Source: an optimization exercise on an open RTL-to-GDS flow (aim: small area, a short achievable clock period and few clock cycles). Production flows keep margins and buffers that such runs may drop.
No functional check of the RTL was part of any run shown here.
Power and IR drop assume default switching activity.

==> flow/config.mk <==
export PLATFORM = sky130hd
export DESIGN_NAME = bc_rx_engine
export DESIGN_NICKNAME = bc_rx_engine
export VERILOG_FILES = /design/flow/design.v
export SDC_FILE = /design/flow/constraint.sdc
export NUM_CORES = 4
export LEC_CHECK = 0
export CAP_MARGIN = 20
export CORE_MARGIN = 2
export CORE_UTILIZATION = 60
export CTS_BUF_LIST = sky130_fd_sc_hd__clkbuf_16
export CTS_CLUSTER_DIAMETER = 100
export CTS_CLUSTER_SIZE = 24
export SLEW_MARGIN = 20
==> flow/design.v <==
module bc_rx_engine (
    input  wire       clk,
    input  wire       rst,         
    input  wire       in_valid,
    output wire       in_ready,
    input  wire       in_kind,     
    input  wire [2:0] in_op,
    input  wire [7:0] in_data,
    output wire       out_valid,
    output wire [7:0] out_data,
    output wire       out_last,
    input  wire       out_ready
);
    localparam integer CAP = 97;
    localparam integer IW  = 7;             
    localparam integer QD  = 2;             
    localparam integer QW  = 1;             
    localparam [7:0] MARKER = 8'h7A;
    localparam [7:0] ESCAPE = 8'h7B;
    localparam [2:0] OP_QFLAGS  = 3'd0;
    localparam [2:0] OP_POPD    = 3'd1;
    localparam [2:0] OP_POPDT   = 3'd2;
    localparam [2:0] OP_POPF    = 3'd3;
    localparam [2:0] OP_CLRD    = 3'd4;
    localparam [2:0] OP_CLRF    = 3'd5;
    localparam [2:0] OP_CLRC    = 3'd6;
    localparam [2:0] OP_SETMODE = 3'd7;
    localparam [1:0] K_ONE = 2'd0;          
    localparam [1:0] K_DAT = 2'd1;          
    localparam [1:0] K_FMT = 2'd2;          
    localparam [1:0] E_HDR = 2'd0;
    localparam [1:0] E_LEN = 2'd1;
    localparam [1:0] E_STA = 2'd2;
    localparam [1:0] E_PAY = 2'd3;
    function [IW-1:0] ring_inc;
        input [IW-1:0] a;
        begin
            ring_inc = (a == CAP - 1) ? {IW{1'b0}} : a + 1'b1;
        end
    endfunction
    function [IW-1:0] ring_dec;
        input [IW-1:0] a;
        begin
            ring_dec = (a == 0) ? CAP - 1 : a - 1'b1;
        end
    endfunction
    function in_range;
        input [IW-1:0] x;
        input [IW-1:0] p;
        input [IW:0]   r;
        reg   [IW:0]   t;
        reg   [IW:0]   d;
        begin
            t = {1'b0, x} - {1'b0, p};
            d = t[IW] ? t + CAP : t;
            in_range = d < r;
        end
    endfunction
    reg [7:0]    ring [0:CAP-1];
    reg          w_v;
    reg [IW-1:0] w_slot;        
    reg [7:0]    w_data;        
    always @(posedge clk) begin
        if (w_v)
            ring[w_slot] <= w_data;
    end
    reg       a_v, b_v;
    reg       a_kind, b_kind;
    reg [2:0] a_op, b_op;
    reg [7:0] a_d, b_d;
    reg       a_mk;             
    reg       a_esc;            
    reg       a_st;             
    reg       a_out;            
    reg          tx_mode;
    reg          haz;           
    wire         q_full;
    wire a_block = (a_st && !tx_mode && haz) || (a_out && q_full);
    wire go      = a_v && !a_block;
    wire a_free  = !a_v || go;
    assign in_ready = !b_v;
    wire acc = in_valid && !b_v;
    always @(posedge clk) begin
        if (rst) begin
            a_v <= 1'b0;
            b_v <= 1'b0;
        end else if (a_free) begin
            a_v <= b_v || acc;
            b_v <= 1'b0;
        end else if (acc) begin
            b_v <= 1'b1;
        end
    end
    wire       f_kind = b_v ? b_kind : in_kind;
    wire [2:0] f_op   = b_v ? b_op   : in_op;
    wire [7:0] f_d    = b_v ? b_d    : in_data;
    always @(posedge clk) begin
        if (!b_v) begin
            b_kind <= in_kind;
            b_op   <= in_op;
            b_d    <= in_data;
        end
        if (a_free) begin
            a_kind <= f_kind;
            a_op   <= f_op;
            a_d    <= f_d;
            a_mk   <= !f_kind && (f_d == MARKER);
            a_esc  <= !f_kind && (f_d == ESCAPE);
            a_st   <= !f_kind && (f_d != MARKER) && (f_d != ESCAPE);
            a_out  <= f_kind && !f_op[2];
        end
    end
    reg [IW-1:0] wrn;           
    reg [IW-1:0] start;
    reg [IW-1:0] cnt;           
    reg          lr_mk;         
    reg          lr_esc;        
    reg [IW-1:0] prev_start;
    reg [IW-1:0] prev_end;
    reg [IW-1:0] prev_n;        
    reg          prev_valid;
    reg [7:0]    prev_st;       
    reg [1:0]    len_hi;        
    reg          len_hi_ok;     
    reg [IW-1:0] need;          
    reg          need_ok;       
    reg          fmt_rdy, dat_rdy, in_pkt, ovl, cmd_done;
    wire step   = go && !a_kind;
    wire opstep = go && a_kind;
    wire rx     = step && !tx_mode;
    wire store  = rx && a_st;
    wire [IW-1:0] cnt_base  = in_pkt ? cnt : {IW{1'b0}};
    wire [IW-1:0] cnt_inc   = (cnt_base == CAP + 1) ? cnt_base : cnt_base + 1'b1;
    wire [7:0]    st_byte   = lr_esc ? {1'b0, a_d[6:0]} : a_d;
    wire [IW-1:0] wrn_inc   = ring_inc(wrn);
    wire [7:0]    need8     = {1'b0, len_hi, st_byte[7:3]} + (st_byte[2:0] != 3'd0) + 8'd3;
    wire          mk1_accept = !ovl && (cnt >= 3) && !w_data[7] && need_ok && (need == cnt);
    wire          mk2_fmt    = !ovl && (cnt == 7'd33);
    wire [IW:0]   fit_sum    = {1'b0, prev_n} + {1'b0, cnt};
    wire          mk2_reval  = prev_valid && (fit_sum <= CAP - 3) && !prev_st[7];
    wire          busy_q     = tx_mode ? !cmd_done : in_pkt;
    wire [IW-1:0] pay_n      = (a_op == OP_POPDT && {1'b0, a_d} < {1'b0, prev_n}) ? a_d[IW-1:0] : prev_n;
    always @(posedge clk) begin
        if (rst) begin
            wrn        <= 0;
            start      <= 0;
            cnt        <= 0;
            lr_mk      <= 1'b0;
            lr_esc     <= 1'b0;
            prev_start <= 0;
            prev_end   <= 0;
            prev_n     <= 0;
            prev_valid <= 1'b0;
            fmt_rdy    <= 1'b0;
            dat_rdy    <= 1'b0;
            in_pkt     <= 1'b0;
            ovl        <= 1'b0;
            cmd_done   <= 1'b1;
            tx_mode    <= 1'b0;
        end else begin
            if (step) begin
                if (tx_mode) begin
                    if (a_mk)
                        cmd_done <= 1'b1;
                end else if (a_mk) begin
                    if (lr_mk) begin
                        if (mk2_fmt)
                            fmt_rdy <= 1'b1;
                        if (mk2_reval)
                            dat_rdy <= 1'b1;
                    end else if (mk1_accept) begin
                        dat_rdy    <= 1'b1;
                        prev_start <= start;
                        prev_end   <= w_slot;
                        prev_n     <= cnt - 2'd3;
                        prev_valid <= 1'b1;
                    end
                    in_pkt <= 1'b0;
                end else begin
                    if (!in_pkt) begin
                        in_pkt  <= 1'b1;
                        dat_rdy <= 1'b0;
                        fmt_rdy <= 1'b0;
                        ovl     <= 1'b0;
                        start   <= wrn;
                    end
                    if (a_esc) begin
                        cnt <= cnt_base;
                    end else begin
                        wrn <= wrn_inc;
                        cnt <= cnt_inc;
                        if (cnt_inc > CAP)
                            ovl <= 1'b1;
                    end
                end
                lr_mk  <= a_mk;
                lr_esc <= a_esc;
            end
            if (opstep) begin
                case (a_op)
                    OP_POPD, OP_POPDT:
                        if (dat_rdy) begin
                            dat_rdy    <= 1'b0;
                            prev_valid <= 1'b0;
                        end
                    OP_POPF:    fmt_rdy  <= 1'b0;
                    OP_CLRD:    dat_rdy  <= 1'b0;
                    OP_CLRF:    fmt_rdy  <= 1'b0;
                    OP_CLRC:    cmd_done <= 1'b0;
                    OP_SETMODE: begin
                        tx_mode  <= a_d[0];
                        cmd_done <= 1'b1;
                    end
                    default: ;
                endcase
            end
        end
    end
    reg pblk;
    wire mk1_evt = rx && a_mk && !lr_mk && mk1_accept;
    wire p_lo = (wrn >= prev_start);
    wire p_hi = (wrn < prev_end);
    always @(posedge clk)
        pblk <= !mk1_evt && ((prev_start < prev_end) ? (p_lo && p_hi) : (p_lo || p_hi));
    always @(posedge clk) begin
        if (rst)
            w_v <= 1'b0;
        else
            w_v <= store;
        if (store) begin
            w_slot  <= wrn;
            w_data  <= st_byte;
            if (wrn == prev_end)
                prev_st <= st_byte;
            if (cnt_base == 0) begin
                len_hi    <= st_byte[1:0];
                len_hi_ok <= (st_byte[7:2] == 6'd0);
            end
            if (cnt_base == 1) begin
                need    <= need8[IW-1:0];
                need_ok <= len_hi_ok && !need8[7];
            end
        end
        if (mk1_evt)
            prev_st <= w_data;
    end
    reg [1:0]    n_kind;
    reg [7:0]    n_byte;
    reg [IW-1:0] n_ptr;
    reg [IW-1:0] n_cnt;         
    reg          n_blk;
    always @(*) begin
        n_kind = K_ONE;
        n_byte = 8'h00;
        n_ptr  = prev_start;
        n_cnt  = pay_n;
        n_blk  = 1'b0;
        case (a_op)
            OP_QFLAGS:
                n_byte = {1'b0, busy_q, tx_mode, cmd_done, ovl, in_pkt, dat_rdy, fmt_rdy};
            OP_POPD, OP_POPDT:
                if (dat_rdy) begin
                    n_kind = K_DAT;
                    n_byte = prev_st;
                    n_blk  = pblk;
                end
            OP_POPF:
                if (fmt_rdy) begin
                    n_kind = K_FMT;
                    n_ptr  = start;
                    n_cnt  = 7'd33;
                end
            default: ;
        endcase
    end
    reg [1:0]    q_kind [0:QD-1];
    reg [7:0]    q_byte [0:QD-1];
    reg [IW-1:0] q_ptr  [0:QD-1];
    reg [IW-1:0] q_cnt  [0:QD-1];
    reg [QD-1:0] q_blk;
    reg [QD-1:0] q_val;
    reg [QW-1:0] q_wp, q_rp;
    reg          e_v;
    reg [1:0]    e_kind;
    reg [7:0]    e_byte;
    reg [IW-1:0] e_ptr;         
    reg [IW-1:0] e_ptr_b;       
    reg [IW-1:0] e_cnt;         
    reg [1:0]    e_ph;
    reg          e_lc;          
    reg          e_blk;
    assign q_full = q_val[q_wp];
    reg       o_v;
    reg [7:0] o_d;
    reg       o_l;
    assign out_valid = o_v;
    assign out_data  = o_d;
    assign out_last  = o_l;
    wire pop  = o_v && out_ready;
    wire emit = e_v && (!o_v || out_ready);
    wire [7:0] rd_lo   = ring[e_ptr];
    wire [7:0] rd_hi   = ring[e_ptr_b];
    wire [7:0] rd_byte = {rd_hi[7:4], rd_lo[3:0]};
    wire       e_read = e_ph[0];
    wire [7:0] e_alt  = (!e_ph[1] && e_kind != K_ONE) ? 8'h01 : e_byte;
    wire [7:0] e_data = e_read ? rd_byte : e_alt;
    reg        e_last;
    always @(*) begin
        case (e_ph)
            E_HDR:   e_last = (e_kind == K_ONE);
            E_STA:   e_last = (e_cnt == 0);
            E_LEN:   e_last = 1'b0;
            default: e_last = (e_cnt == 1);
        endcase
    end
    wire e_rng = e_v && (e_kind != K_ONE) && ((e_ph == E_HDR) || (e_ph == E_LEN) || (e_cnt != 0));
    always @(posedge clk) begin
        if (rst)
            o_v <= 1'b0;
        else if (emit)
            o_v <= 1'b1;
        else if (pop)
            o_v <= 1'b0;
    end
    always @(posedge clk) begin
        if (emit) begin
            o_d <= e_data;
            o_l <= e_last;
        end
    end
    wire push   = opstep && a_out;
    wire e_done = emit && e_last;
    wire e_load = !e_v || e_done;
    wire q_take = e_load && q_val[q_rp];
    reg [QD-1:0] q_blk_nx;
    integer qi;
    always @(*) begin
        for (qi = 0; qi < QD; qi = qi + 1)
            q_blk_nx[qi] = q_blk[qi] ||
                           (store && (q_kind[qi] != K_ONE) && (wrn_inc == q_ptr[qi]));
    end
    wire e_rd      = emit && e_read;
    wire e_blk_nx  = e_blk ? !(e_rd && (wrn == e_ptr))
                           : (store && !e_rd && e_rng && (wrn_inc == e_ptr));
    always @(posedge clk) begin
        if (rst) begin
            q_val <= {QD{1'b0}};
            q_wp  <= 0;
            q_rp  <= 0;
        end else begin
            if (push) begin
                q_val[q_wp] <= 1'b1;
                q_wp        <= (q_wp == QD - 1) ? 0 : q_wp + 1'b1;
            end
            if (q_take) begin
                q_val[q_rp] <= 1'b0;
                q_rp        <= (q_rp == QD - 1) ? 0 : q_rp + 1'b1;
            end
        end
    end
    always @(posedge clk) begin
        for (qi = 0; qi < QD; qi = qi + 1) begin
            if (push && q_wp == qi) begin
                q_kind[qi] <= n_kind;
                q_byte[qi] <= n_byte;
                q_ptr[qi]  <= n_ptr;
                q_cnt[qi]  <= n_cnt;
                q_blk[qi]  <= n_blk;
            end else begin
                q_blk[qi]  <= q_blk_nx[qi] && q_val[qi];
            end
        end
    end
    always @(posedge clk) begin
        if (rst) begin
            e_v   <= 1'b0;
            e_blk <= 1'b0;
        end else if (e_load) begin
            e_v   <= q_val[q_rp];
            e_blk <= q_val[q_rp] && q_blk_nx[q_rp];
        end else begin
            e_blk <= e_blk_nx;
        end
    end
    always @(posedge clk) begin
        if (rst)
            haz <= 1'b0;
        else
            haz <= |(q_blk_nx & q_val) ||
                   (push && n_blk) ||
                   e_blk || (store && e_rng && (wrn_inc == e_ptr));
    end
    always @(posedge clk) begin
        if (rst)
            e_ptr_b <= 0;
        else if (e_load)
            e_ptr_b <= q_ptr[q_rp];
        else if (emit && e_read)
            e_ptr_b <= ring_inc(e_ptr_b);
    end
    always @(posedge clk) begin
        if (e_load) begin
            e_kind <= q_kind[q_rp];
            e_byte <= q_byte[q_rp];
            e_ptr  <= q_ptr[q_rp];
            e_cnt  <= q_cnt[q_rp];
            e_ph   <= E_HDR;
            e_lc   <= 1'b0;
        end else if (emit) begin
            case (e_ph)
                E_HDR: e_ph <= (e_kind == K_DAT) ? E_LEN : E_PAY;
                E_LEN: begin
                    e_ptr <= ring_inc(e_ptr);
                    e_lc  <= 1'b1;
                    if (e_lc)
                        e_ph <= E_STA;
                end
                E_STA: e_ph <= E_PAY;
                E_PAY: begin
                    e_ptr <= ring_inc(e_ptr);
                    e_cnt <= e_cnt - 1'b1;
                end
            endcase
        end
    end
endmodule
==> flow/constraint.sdc <==
create_clock -name core_clock -period 12.0 [get_ports {clk}]
set_input_delay 2.4000 -clock core_clock [delete_from_list [all_inputs] [get_ports {clk}]]
set_output_delay 2.4000 -clock core_clock [all_outputs]
set_load 0.01 [all_outputs]
==> flow/flow/run.sh <==
#!/bin/bash
set -euo pipefail
bash standard.sh \
  "BUFFER_PORTS_ARGS=-buffer_cell sky130_fd_sc_hd__buf_2" \
  "SETUP_SLACK_MARGIN=${FLOW_SETUP_MARGIN:-9.0}" \
  finish > standard_finish.log 2>&1
==> flow/standard.sh <==
#!/bin/bash
# synth_recipe.tcl (not shown) runs the flow's synth.tcl, then flattens the netlist and writes it again
# the make line also repeats each setting of config.mk as NAME=value (left out here)
make -C /OpenROAD-flow-scripts/flow DESIGN_CONFIG=/design/flow/config.mk WORK_HOME=/design/flow/orfs CLKGATE_MAP_FILE= SYNTH_SCRIPT=/design/flow/synth_recipe.tcl "${@:-finish}"
==> notes.md, run 1 <==
result of the run=no timing/DRC/antenna violations; num rows=96; series of cell instances along the critical path=buf_2; # clock sinks=1008; number of global-route vias before repair=21498; clock latency at the later pin of the worst-skew pair=650 ps; post-synthesis instance total=2357; Setup-failing EPs final=0; highest net fanout along the worst path=1; worst min path class=flop to flop; clock skew after layout=38.36 ps; final number of hold-violating endpoints=0; met3 routed wirelength=7394 um; count of nets after finishing=2453; antenna violations before repair=1; critical path type=flop to primary output; final estimated routing congestion in global placement=0.8630; top_reg_cell synth=edfxtp_1; Maximum Capacitance Violations=0; critical path's largest stage delay=540 ps; starting utilization of the core area=60.44%; slew at the pin with the worst max-slew slack=1114 ps; portion of the post-synthesis area used by sequential elements=70.83%; Num CTS Buffers=48; Detailed Route WL=96240 um; Tmin final=3793 ps; final-layout fill cell count=4642; overall die area=70960 sq um; core outline area=68350 sq um; setup repair after global routing missed its margin=yes; core occupancy in the finished layout=65.81%; flop and latch count out of synthesis=1008; area occupied by multi-input gates=11840 sq um; remaining antenna violation count=0; Fin Setup TNS=0 ps; final antenna diode count=0; initial DRC count=2565; Final Slew Violations=0; count of yosys warnings during synthesis=5; average wire per cell in the routed design=29.13 um; total half-perimeter wirelength after legalization and detailed placement=58990 um; Final Power=0.005840 W; number of flops mapped to enable cells by yosys=907; area of placed instances=42350 sq um; DIE WIDTH=266.4 um; All-Layer GR Usage=27.54%; maximum VDD drop=0.1277 mV; crit share post-route=31.60%; area occupied by registers=29300 sq um; Post-Syn Area per Cell=17.52 sq um; area of the mapped netlist=41310 sq um; post-synthesis to final-layout area growth=8.896%; Top-Level Pins=27; total via count after detailed routing=21587; Post-Place Worst Slack=7684 ps; unique cell type count in the Yosys netlist=79; leakage power figure=14.33 nW; kind of launch point of the worst setup path=flop; power density cells=129.8 nW/um^2; master of the slowest instance on the critical path=edfxtp_1; top layer used by detailed routing=met4; pin count of the biggest net entering global routing=99; Remaining DRCs=0; share of post-route cells with drive strength above 1=23.00%; final global-route overflow total=0; vias per cell=6.534; Peak Freq=0.2637 GHz; clock tree buffer depth=3; clk root buf=clkbuf_16; count of hold-fix buffers inserted at cts=0; met2 WL=46160 um; Largest delay share family, worst path=flip-flops; met1 wire length=40750 um; required time at the worst-slack endpoint=9600 ps; final setup slack of the worst path=8207 ps; Die Height=266.4 um; CTS H-tree depth=2; critical path data arrival time=1390 ps; worst max-slew margin expressed relative to the limit=25.74%; clk slew on worst S/H paths=100 ps; final design instance area without fill=44980 sq um; type of element capturing the critical path=primary output; clock tree from TritonCTS=built; post-synthesis net count=2428; wire length of the first global-routing pass=142200 um; Initial DRT Pass Iterations=5; Port Buffers=26; count of buffer and inverter cells on the critical path=1; share of flip-flops with an asynchronous set or reset=0%
## placed cells by master, fill, tap and decap left out, drive strengths merged, types with 6 or more instances in the layout
cell type / netlist / final
a21o: 12 / 12
a211oi: 23 / 23
nand2b: 12 / 12
nor4: 10 / 10
xnor2: 28 / 28
o211ai: 13 / 13
ha: 54 / 54
mux2i: 51 / 51
or3: 7 / 7
xor2: 25 / 25
dfxtp: 101 / 101
a31oi: 7 / 7
inv: 58 / 98
nand3: 50 / 50
and3: 9 / 9
nand2: 122 / 122
nor2b: 25 / 25
mux4: 240 / 240
o21ai: 56 / 56
clkbuf: 80 / 50
nor3: 32 / 32
edfxtp: 907 / 907
nor2: 188 / 188
a21oi: 62 / 62
nand4: 12 / 12
buf: 46 / 98
mux2: 33 / 33
a22o: 6 / 6
nor3b: 8 / 8
o21a: 12 / 12
## power breakdown
group          total, W  internal, W  switching [W]
logic          0.000192    0.0000855       0.000106
clock network   0.00183     0.000755        0.00108
registers       0.00382      0.00379      0.0000232
total           0.00584      0.00463        0.00121
## cells by family after synthesis
group	after synthesis	share of synthesized area, %
AOI/OAI and AO/OA	229	3.550
xor gates and xnor gates	54	1.178
adders and majority gates	56	1.708
buffers and inverters	186	1.836
DFF	1008	70.83
muxes	324	15.22
and+or+nand+nor	500	5.674
## routing by layer
layer	track usage (%)	up-vias
met5	0	-
li1	-	9318
met4	5.466	0
met1	40.93	11302
met2	43.94	828
met3	4.650	139
## what timing repair did
item / 4_1_cts / 5_1_grt
buffers inserted: 21 / 18
gates cloned: 5 / 1
pin swaps: 14 / 21
setup endpoints to repair: 167 / 303
resized for setup: 89 / 85
## worst reg2reg max path, cell delays in order (launching register included)
cell,delay (ps)
edfxtp_1,770
nor2b_1,270
nand3_1,760
nor2_2,950
## cell usage after synthesis, types with 25 or more instances
library cell	count	area share, %
edfxtp_1	907	66
mux4_2	240	13
nor2_1	188	1.7
nand2_1	121	1.1
dfxtp_1	101	4.9
clkbuf_1	80	0.73
a21oi_1	62	0.75
inv_1	58	0.53
ha_1	54	1.6
o21ai_0	53	0.64
mux2i_1	51	1.2
nand3_1	49	0.59
buf_2	33	0.40
mux2_2	33	0.90
nor3_1	32	0.39
xnor2_1	28	0.59
nor2b_1	25	0.38
xor2_1	25	0.53
## worst paths after layout
path                   from     endpoint  slack, ps  cells after the start
setup reg to reg  w_slot[1]  ring[22][6]       8890                      3
hold reg to reg        e_lc         e_lc        480                      2
hold / removal         e_lc         e_lc        480                      2
setup / recovery     o_d[6]  out_data[6]       8210                      1
## sequential cells by signal, summed over array words and instances (netlist names), 14 cells and up, named ones only
register and count:
q_ptr 14, ring 776, q_byte 16, q_cnt 14
## cell type report
type | instances | area share, %
timing repair inverter | 2 | 0.07232
sequential | 1008 | 65.13
timing repair buffer | 99 | 2.320
inverter | 60 | 0.5675
tap | 882 | 2.453
clock buffer | 49 | 2.726
multi-input combinational | 1163 | 26.32
clock inverter | 41 | 0.4061
## metrics by stage
| stage | cells | hold WS, ps |
|---|---|---|
| floorplan | 2357 | 437.5 |
| global placement | 3168 | 452.1 |
| detailed placement | 3168 | 456.0 |
| CTS | 3284 | 473.8 |
| global route | 3304 | 504.7 |
| finish | 3304 | 475.4 |
==> run 2, diff against run 1 <==
--- a/flow/design.v
+++ b/flow/design.v
@@ -64,10 +64,11 @@
         if (w_v)
             ring[w_slot] <= w_data;
     end
-    reg       a_v, b_v;
-    reg       a_kind, b_kind;
-    reg [2:0] a_op, b_op;
-    reg [7:0] a_d, b_d;
+    reg       a_v;
+    reg       ir;               
+    reg       a_kind;
+    reg [2:0] a_op;
+    reg [7:0] a_d;
     reg       a_mk;             
     reg       a_esc;            
     reg       a_st;             
@@ -77,37 +78,31 @@
     wire         q_full;
     wire a_block = (a_st && !tx_mode && haz) || (a_out && q_full);
     wire go      = a_v && !a_block;
-    wire a_free  = !a_v || go;
-    assign in_ready = !b_v;
-    wire acc = in_valid && !b_v;
+    assign in_ready = ir;
+    wire acc = in_valid && ir;      
     always @(posedge clk) begin
-        if (rst) begin
-            a_v <= 1'b0;
-            b_v <= 1'b0;
-        end else if (a_free) begin
-            a_v <= b_v || acc;
-            b_v <= 1'b0;
-        end else if (acc) begin
-            b_v <= 1'b1;
+        if (acc) begin
+            a_kind <= in_kind;
+            a_op   <= in_op;
+            a_d    <= in_data;
+            a_mk   <= !in_kind && (in_data == MARKER);
+            a_esc  <= !in_kind && (in_data == ESCAPE);
+            a_st   <= !in_kind && (in_data != MARKER) && (in_data != ESCAPE);
+            a_out  <= in_kind && !in_op[2];
         end
     end
-    wire       f_kind = b_v ? b_kind : in_kind;
-    wire [2:0] f_op   = b_v ? b_op   : in_op;
-    wire [7:0] f_d    = b_v ? b_d    : in_data;
-    always @(posedge clk) begin
-        if (!b_v) begin
-            b_kind <= in_kind;
-            b_op   <= in_op;
-            b_d    <= in_data;
-        end
-        if (a_free) begin
-            a_kind <= f_kind;
-            a_op   <= f_op;
-            a_d    <= f_d;
-            a_mk   <= !f_kind && (f_d == MARKER);
-            a_esc  <= !f_kind && (f_d == ESCAPE);
-            a_st   <= !f_kind && (f_d != MARKER) && (f_d != ESCAPE);
-            a_out  <= f_kind && !f_op[2];
+    wire haz_nx;
+    wire q_full_nx;
+    wire a_v_nx  = acc || (a_v && !go);
+    wire a_st_nx = acc ? (!in_kind && (in_data != MARKER) && (in_data != ESCAPE)) : a_st;
+    wire a_out_nx = acc ? (in_kind && !in_op[2]) : a_out;
+    always @(posedge clk) begin
+        if (rst) begin
+            a_v <= 1'b0;
+            ir  <= 1'b1;
+        end else begin
+            a_v <= a_v_nx;
+            ir  <= !a_v_nx || !((a_st_nx && haz_nx) || (a_out_nx && q_full_nx));
         end
     end
     reg [IW-1:0] wrn;           
@@ -284,7 +279,6 @@
     reg [1:0]    e_kind;
     reg [7:0]    e_byte;
     reg [IW-1:0] e_ptr;         
-    reg [IW-1:0] e_ptr_b;       
     reg [IW-1:0] e_cnt;         
     reg [1:0]    e_ph;
     reg          e_lc;          
@@ -293,14 +287,14 @@
     reg       o_v;
     reg [7:0] o_d;
     reg       o_l;
+    reg [7:0] h_d;
+    reg       h_l;
     assign out_valid = o_v;
     assign out_data  = o_d;
     assign out_last  = o_l;
     wire pop  = o_v && out_ready;
     wire emit = e_v && (!o_v || out_ready);
-    wire [7:0] rd_lo   = ring[e_ptr];
-    wire [7:0] rd_hi   = ring[e_ptr_b];
-    wire [7:0] rd_byte = {rd_hi[7:4], rd_lo[3:0]};
+    wire [7:0] rd_byte = ring[e_ptr];
     wire       e_read = e_ph[0];
     wire [7:0] e_alt  = (!e_ph[1] && e_kind != K_ONE) ? 8'h01 : e_byte;
     wire [7:0] e_data = e_read ? rd_byte : e_alt;
@@ -323,9 +317,16 @@
             o_v <= 1'b0;
     end
     always @(posedge clk) begin
-        if (emit) begin
-            o_d <= e_data;
-            o_l <= e_last;
+        o_d <= emit ? e_data : h_d;
+        o_l <= emit ? e_last : h_l;
+    end
+    always @(posedge clk) begin
+        if (rst) begin
+            h_d <= 8'h00;
+            h_l <= 1'b0;
+        end else if (emit) begin
+            h_d <= e_data;
+            h_l <= e_last;
         end
     end
     wire push   = opstep && a_out;
@@ -382,22 +383,17 @@
             e_blk <= e_blk_nx;
         end
     end
+    assign haz_nx = |(q_blk_nx & q_val) ||
+                    (push && n_blk) ||
+                    e_blk || (store && e_rng && (wrn_inc == e_ptr));
     always @(posedge clk) begin
         if (rst)
             haz <= 1'b0;
         else
-            haz <= |(q_blk_nx & q_val) ||
-                   (push && n_blk) ||
-                   e_blk || (store && e_rng && (wrn_inc == e_ptr));
-    end
-    always @(posedge clk) begin
-        if (rst)
-            e_ptr_b <= 0;
-        else if (e_load)
-            e_ptr_b <= q_ptr[q_rp];
-        else if (emit && e_read)
-            e_ptr_b <= ring_inc(e_ptr_b);
+            haz <= haz_nx;
     end
+    wire [1:0] q_n  = q_val[0] + q_val[1];
+    assign q_full_nx = (q_n + push - q_take) == 2'd2;
     always @(posedge clk) begin
         if (e_load) begin
             e_kind <= q_kind[q_rp];
==> flow/flow/run.sh (replaced) <==
#!/bin/bash
set -euo pipefail
bash standard.sh \
  "BUFFER_PORTS_ARGS=-buffer_cell sky130_fd_sc_hd__buf_2" \
  "SETUP_SLACK_MARGIN=${FLOW_SETUP_MARGIN:-8.5}" \
  finish > standard_finish.log 2>&1
--- a/flow/config.mk
+++ b/flow/config.mk
@@ -7,7 +7,7 @@
 export LEC_CHECK = 0
 export CAP_MARGIN = 20
 export CORE_MARGIN = 2
-export CORE_UTILIZATION = 60
+export CORE_UTILIZATION = 70
 export CTS_BUF_LIST = sky130_fd_sc_hd__clkbuf_16
 export CTS_CLUSTER_DIAMETER = 100
 export CTS_CLUSTER_SIZE = 24
==> run 2 against run 1 <==
  * Sequential power fell by 2%
  * Maximum frequency up 1.7%
  * First-iteration DRC count grew 3.8%
  * Register-to-register slack worse by 350 ps
  * Die area decreased by 14%
  * Via count rose by 3.9%
  * Wire length shrank 1.6%
  * Sequential share of layout area grew 0.67 points
  * Clock power shrank 4%
  * Synthesized cell count is 3.9% higher
  * Critical endpoint is now ir
  * Largest cell class unchanged
==> notes.md, run 2 <==
Final Slew Violations=0; synthesized-area fraction occupied by xor and xnor cells=1.212%; count of hold-fix buffers inserted at cts=0; kind of launch point of the worst setup path=input pin; count of nets after finishing=2518; starting utilization of the core area=70.39%; crit share post-route=31.08%; core outline area=58690 sq um; final antenna diode count=0; Maximum Capacitance Violations=0; vias per cell=6.884; filler-free cell count of the finished design=3257; wire length of the first global-routing pass=139800 um; final estimated routing congestion in global placement=0.8765; adder and majority gate portion of the synthesized area=1.702%; CTS H-tree depth=2; portion of the post-synthesis area used by sequential elements=69.74%; Detailed Route WL=94690 um; post-synthesis net count=2521; largest registers in the final layout=ring: 776 flops, q_byte: 16 flops; All-Layer GR Usage=31.48%; number of flops mapped to enable cells by yosys=896; clock tree buffer depth=3; # clock sinks=991; final design instance area without fill=43850 sq um; cell type with the largest total area after synthesis=edfxtp_1; type of element capturing the critical path=flop; DIE WIDTH=246.9 um; pin count of the biggest net entering global routing=127; Tmin final=3730 ps; worst hold slack after final layout=477.9 ps; simple-gate share of the synthesized area=6.310%; Die Height=246.9 um; Post-Place Worst Slack=6943 ps; remaining antenna violation count=0; count of yosys warnings during synthesis=5; clock latency at the later pin of the worst-skew pair=620 ps; antenna violations before repair=0; Initial DRT Pass Iterations=6; Reg with most FFs=ring; slew at the pin with the worst max-slew slack=1230 ps; average wire per cell in the routed design=29.07 um; final number of hold-violating endpoints=0; number of global-route vias before repair=21912; critical path type=input pin to flop; Post-Syn Area per Cell=16.86 sq um; top_reg_cell synth=edfxtp_1; total half-perimeter wirelength after legalization and detailed placement=58050 um; share of flip-flops with an asynchronous set or reset=0%; initial DRC count=2663; commonest non-fill, non-tap cells in the layout=edfxtp_1 (896), mux4_2 (205), nor2_1 (196), nand2_1 (120), inv_1 (91); Remaining DRCs=0; post-synthesis instance total=2450; Peak Freq=0.2681 GHz; leakage power figure=14.05 nW; flop and latch count out of synthesis=991; Placed Instances=3144; setup repair after global routing missed its margin=yes; synthesized-area fraction occupied by ao, oa, aoi and oai cells=5.053%; final setup slack of the worst path=8270 ps; unique cell type count in the Yosys netlist=84; num rows=89; total via count after detailed routing=22421; area of the mapped netlist=41310 sq um; clk slew on worst S/H paths=100 ps; critical path data arrival time=4240 ps; commonest non-fill, non-tap cell in the layout=edfxtp_1; clock skew after layout=23.52 ps; Top-Level Pins=27; clock tree from TritonCTS=built; list of most frequent post-synthesis cells=edfxtp_1 (896), mux4_2 (205), nor2_1 (201), nand2_1 (122), dfxtp_1 (95); clk root buf=clkbuf_16; largest cells by area after synthesis=edfxtp_1 (65%), mux4_2 (11%), dfxtp_1 (4.6%); share of synthesized area spent on multiplexers=13.70%; area of placed instances=41930 sq um; Num CTS Buffers=47; Fin Setup TNS=0 ps; highest net fanout along the worst path=4; final global-route overflow total=0; max FFs per register=776; maximum VDD drop=0.1354 mV; result of the run=no timing/DRC/antenna violations; share of post-route cells with drive strength above 1=16.67%; worst max-slew margin expressed relative to the limit=17.82%; main combinational cell family by area after synthesis=multiplexers; required time at the worst-slack endpoint=12510 ps; overall die area=60970 sq um; area share of the largest cell type after synthesis=65.14%; post-synthesis to final-layout area growth=6.155%; worst min path class=flop to flop; dominant cell by count in the synthesized netlist=edfxtp_1; Port Buffers=26; power density cells=130.0 nW/um^2; Setup-failing EPs final=0
==> run 2: stage by stage <==
step           power [W]  util (%)
2_1_floorplan   0.003963         -
3_3_place_gp    0.004019     71.44
3_5_place_dp    0.004022     71.45
4_1_cts         0.005709     74.19
5_1_grt         0.005836     74.72
6_report        0.005700     74.72
==> run 2: layer usage <==
metal	share of wire (%)	wire (um)	track usage, %
met5	0	0	0
met1	40	37640	45.80
met2	49	46250	50.77
met3	8.1	7713	4.656
met4	3.3	3081	8.983
==> run 2: final cells by class <==
type                    instances  area (sq um)
flip-flops and latches        991         28860
fillers                      3389         14840
well taps                     773         967.2
repair buffers                 75         725.7
inverters                      59         232.7
clock inverters                39         165.2
clock buffers                  47          1176
repair inverters                2         10.01
multi-input cells            1271         11720
==> run 2: final timing paths <==
check                 start  end  slack [ps]  cells past startpoint
setup / recovery  out_ready   ir        8270                     13
hold / removal          h_l  h_l         480                      2
setup reg to reg   e_cnt[0]   ir        8540                     15
hold reg to reg         h_l  h_l         480                      2
==> run 2: cells by family after synthesis <==
kind of cell	Yosys count
compound gates	312
xor+xnor	54
fa+ha+maj	55
buf+inv	189
flops	991
mux	306
simple gates	543
==> run 2: worst max-delay path: stages <==
cell and delay [ps]:
buf_6 60, nand2b_4 170, nand2_8 60, o21a_4 240, nor2_2 80, ha_1 220
inv_1 70, fa_2 430, nor2_2 80, nand2_1 70, nand2b_1 80, nand2_1 50
a31o_2 210
==> run 2: timing repair <==
action	CTS	global route
setup buffers	6	15
endpoints found under the setup margin	60	43
cloned	2	2
pin swaps	1	5
gates resized for setup	51	18
==> run 2: report_power, final <==
part	leakage [nW]	internal, W	switching (W)	total, W
Sequential	8.89	0.00373	0.0000262	0.00376
Clock	0.787	0.000723	0.00102	0.00175
Combinational	4.38	0.0000837	0.000114	0.000198
Total	14.1	0.00454	0.00116	0.00570

afterwards: timing with drivers on the ports:
The flow's constraints put no driver on any port. The routed layouts listed below were extracted and timed again, unchanged, in two steps.
Step 1 sets driving cells, clkbuf_16 on the clock port and buf_2 on the other inputs (assumed; they add their load-dependent delay and slew).
Step 2 also shifts input and output timing later by t, the mid clock arrival at the registers, as if the neighbouring blocks saw the same clock.
a / b / c = no drivers / after step 1 / after step 2; a / b = the first two.
| run | shift t [ns] | setup WS [ns] | worst data-port slew with drivers (ns) | pins driven straight from the clock port |
|---|---|---|---|---|
| run 1 | 0.694 | 8.207 / 8.144 / 8.156 | 0.06 | 1 |
| run 2 | 0.671 | 8.270 / 8.293 / 7.623 | 0.04 | 1 |
After both steps setup and hold are still met in every run listed. The setup slack of run 2, which loses most, moves by +0.023 ns with the drivers and by -0.647 ns with both steps.
